Context: an optimization exercise on an open-source flow, tuned for small area. The choices shown serve that exercise and are no tape-out recipe. In this exercise RTL edits were held to simulation tests only and were not proved equivalent to the original.

## JK
Design speden_display, start of the top module:
module speden_display (
  input  wire        clk,
  input  wire        rst,
  input  wire        cmd_valid,
  output wire        cmd_ready,
  input  wire [2:0]  cmd,
  input  wire [15:0] score,
  input  wire        high_score,
  output reg  [5:0]  src_addr,
  input  wire [7:0]  src_data,
  output wire        done,
  output wire [1:0]  status,
  output reg         ovf,
  output reg         irq_hold,
  output wire        sdi,
  output wire        sck,
  output wire        rck,
  output wire        clr,
  output wire        oe
);
  localparam [3:0] S_IDLE = 4'b1101, S_DOK = 4'b1100, S_DNI = 4'b1110,
                   S_DBAD = 4'b1111,
                   S_LAT  = 4'd0, S_DD  = 4'd1, S_ENC  = 4'd2, S_ENQ = 4'd3,
                   S_REF  = 4'd4, S_PF  = 4'd5, S_ENC3 = 4'd6, S_PM  = 4'd7;
  reg [3:0]   state;
  reg         initd;
  reg         armed;
  reg [111:0] mr;
  reg [3:0]   mph;
  reg [4:0]   prog;         
  reg [4:0]   rem;          
  ...
Size in the first run: roughly 660 cells after synthesis, about 48 I/O pins.
export LEC_CHECK = 0
export CAP_MARGIN = 20
export CORE_MARGIN = 2
export CORE_UTILIZATION = 70
export SLEW_MARGIN = 20
create_clock -name core_clock -period 15.0 [get_ports {clk}]
standard.sh (not shown) runs the stock make flow with config.mk's settings and CLKGATE_MAP_FILE= SYNTH_SCRIPT=/design/flow/synth_recipe.tcl, a recipe that flattens the netlist after the stock synthesis.
==> flow/flow/run.sh <==
#!/bin/bash
# Own layout flow: the standard synthesis, its combinational logic re-mapped for area
# (registers untouched), then the standard ORFS flow with 1x port buffers and a lighter
# clock tree. Each tool's output goes to a log file of its own in this folder.
set -euo pipefail
W=$(pwd)
R=$W/orfs/results/$FLOW_PLATFORM/speden_display/base
# 1. standard synthesis, netlist only
bash standard.sh $R/1_2_yosys.v > $W/log_1_synth.txt 2>&1
cp $R/1_2_yosys.v $W/netlist_standard.v
# 2. area re-mapping of the gates between the registers, with a few ABC seeds in
#    parallel; the smallest netlist is kept
SEEDS="1 2 3 4"
for s in $SEEDS; do
  mkdir -p $W/remap_s$s
  sed "s/SEED/$s/g" flow/area.abc > $W/remap_s$s/area.abc
  ( cd $W/remap_s$s && bash $W/flow/remap.sh $W/netlist_standard.v $W/remap_s$s/netlist.v $W/remap_s$s/area.abc > $W/log_2_remap_s$s.txt 2>&1 ) &
done
wait
best=""; besta=""
for s in $SEEDS; do
  a=$(grep "Chip area for module" $W/log_2_remap_s$s.txt | tail -n 1 | awk '{print $NF}' || true)
  [[ -n "$a" && -f $W/remap_s$s/netlist.v ]] || continue
  if [[ -z "$besta" ]] || awk -v a="$a" -v b="$besta" 'BEGIN{exit !(a<b)}'; then best=$s; besta=$a; fi
done
echo "remap seeds: best $best area $besta" > $W/log_2_remap_pick.txt
if [[ -n "$best" ]]; then
  cp $W/remap_s$best/netlist.v $W/netlist_remap.v
else
  cp $W/netlist_standard.v $W/netlist_remap.v
fi
cp $W/netlist_remap.v $R/1_2_yosys.v
touch $R/1_2_yosys.v
# 3. the rest of the standard flow
bash standard.sh \
  "BUFFER_PORTS_ARGS=-buffer_cell sky130_fd_sc_hd__buf_1" \
  "CTS_ARGS=$(cat flow/cts_args.txt)" \
  finish > $W/log_3_layout.txt 2>&1
test -f $W/out/final.def
Other scripts of this flow, unchanged in this note and not shown: flow/flow/area.abc, flow/flow/cts_args.txt, flow/flow/remap.sh
#### Input delta (MS over JK)
-- flow/design.v --
<<< JK, line 110
                      (scr && !prog[0] && (prog <= 5'd24));
  wire       stay   = (kc[2:1] == 2'b11) && (rem[4:1] != 4'd0);
  wire       aligned   = (mph == rem[3:0]);
  wire       printable = !src_data[7] && (src_data[6] || src_data[5]);
  wire       s_zero    = (src_data == 8'h00);
>>> MS, line 110
                      (scr && !prog[0] && (prog <= 5'd24));
  wire       stay   = (kc[2:1] == 2'b11) && (rem[4:1] != 4'd0);
  wire       aligned   = (mph == ((state == S_PM) ? prog[3:0] : rem[3:0]));
  wire       printable = !src_data[7] && (src_data[6] || src_data[5]);
  wire       s_zero    = (src_data == 8'h00);
<<< JK, line 170
                pe + {1'b0, pe_inc};
  end
  always @(posedge clk) begin
    prog <= msg_acc  ? 5'd0 : prog + {4'd0, wnc_done};
>>> MS, line 170
                pe + {1'b0, pe_inc};
  end
  wire clrseg_acc = acc_ok && (cmd == 3'd4);
  wire dg_blank   = init_acc || clrseg_acc;
  wire dg_hold    = !(dg_blank || score_acc || dd_shift);
  wire pf_go      = (state == S_PF) && !ip && !qempty && (qp == 5'd0);
  wire kc_pre     = (state == S_PF) && ip;
  wire kc_clr     = pf_go && qr[19];
  wire kc_home    = pf_go && !qr[19] && (kc == 3'd0);
  wire pm_go      = (state == S_PM) && aligned;
  wire kc_hold    = !(init_acc || kc_pre || kc_clr || kc_home || pm_go);
  always @(posedge clk) begin
    dg  <= ({16{dg_blank}}  & 16'h000F) |
           ({16{score_acc}} & {11'd0, s_hibcd}) |
           ({16{dd_shift}}  & dd_next) |
           ({16{dg_hold}}   & dg);
    dat <= ({7{pm_go}} & mlow) | ({7{!(pm_go || init_acc)}} & dat);
    kc  <= ({3{init_acc}} & 3'd5) |
           ({3{kc_pre}}   & {1'b0, (kc == 3'd5) ? 2'd0 : kc[1:0] + 2'd1}) |
           ({3{kc_home}}  & 3'd4) |
           ({3{pm_go}}    & (mtop ? 3'd7 : 3'd6)) |
           ({3{kc_hold}}  & kc);
  end
  always @(posedge clk) begin
    prog <= msg_acc  ? 5'd0 : prog + {4'd0, wnc_done};
<<< JK, line 190
              case (cmd)
                3'd0: begin
                  dg    <= 16'h000F;
                  kc    <= 3'd5;
                  dat   <= 7'd0;
                end
                3'd1: begin
                  dg    <= {11'd0, s_hibcd};
                  state <= S_DD;
                end
>>> MS, line 211
              case (cmd)
                3'd0: begin
                end
                3'd1: begin
                  state <= S_DD;
                end
<<< JK, line 205
                end
                3'd4: begin
                  dg    <= 16'h000F;
                  state <= S_REF;
                end
>>> MS, line 222
                end
                3'd4: begin
                  state <= S_REF;
                end
<<< JK, line 220
            state <= S_REF;
          end else begin
            dg       <= dd_next;
          end
        end
>>> MS, line 236
            state <= S_REF;
          end else begin
          end
        end
<<< JK, line 255
        S_PF: begin
          if (ip) begin
            kc    <= {1'b0, (kc == 3'd5) ? 2'd0 : kc[1:0] + 2'd1};
            state <= S_REF;
          end else if (qempty) begin
            state <= S_DOK;
          end else if (qp == 5'd0) begin
            if (qr[19])   begin kc <= 3'd0; state <= S_REF; end
            else if (kc == 3'd0) begin kc <= 3'd4; state <= S_REF; end
            else          state <= S_PM;
          end
        end
        S_PM: begin
          if (mph == prog[3:0]) begin
            dat   <= mlow;
            kc    <= mtop ? 3'd7 : 3'd6;
            state <= S_REF;
          end
>>> MS, line 270
        S_PF: begin
          if (ip) begin
            state <= S_REF;
          end else if (qempty) begin
            state <= S_DOK;
          end else if (qp == 5'd0) begin
            if (qr[19])   state <= S_REF;
            else if (kc == 3'd0) state <= S_REF;
            else          state <= S_PM;
          end
        end
        S_PM: begin
          if (aligned) begin
            state <= S_REF;
          end
[summary]
Against JK, MS reports a met3 usage that is higher. MS has completed all stages; timing, DRC and antenna checks passed. When MS is measured against JK, its post-route clock period utilization turns out 0.96 points lower. Across both runs, post-layout minimum cycle time was lower for MS than for JK. Synthesized cell count for MS is higher than for JK. Measured against each other, JK and MS differ in wire length, the higher figure coming from MS. | register-to-register slack | lower: MS |. The final reports for MS and JK show average cell area after synthesis lower in the former.

-- separate check: timing with driven ports --
The results above use ideal ports. As a check the final layouts listed here were re-extracted and re-timed, cells and wires unchanged. Step 1 (the two cells are an assumption about what drives the block):
set clk [get_ports {clk}]
set_driving_cell -lib_cell sky130_fd_sc_hd__clkbuf_16 $clk
set_driving_cell -lib_cell sky130_fd_sc_hd__buf_2 [delete_from_list [all_inputs] $clk]
Step 2 times the ports against the registers' clock, not the clock port: input delays grow and output delays shrink by t, the midpoint of the rising clock arrivals with the driver on. a / b / c = no drivers / after step 1 / after step 2; a / b = the first two.
run	shift t [ns]	setup slack, ns	worst setup path at the end
JK	0.508	8.763 / 8.729 / 8.909	input to register
MS	0.506	8.907 / 8.873 / 9.032	input to register
After both steps setup and hold are still met in every run listed.
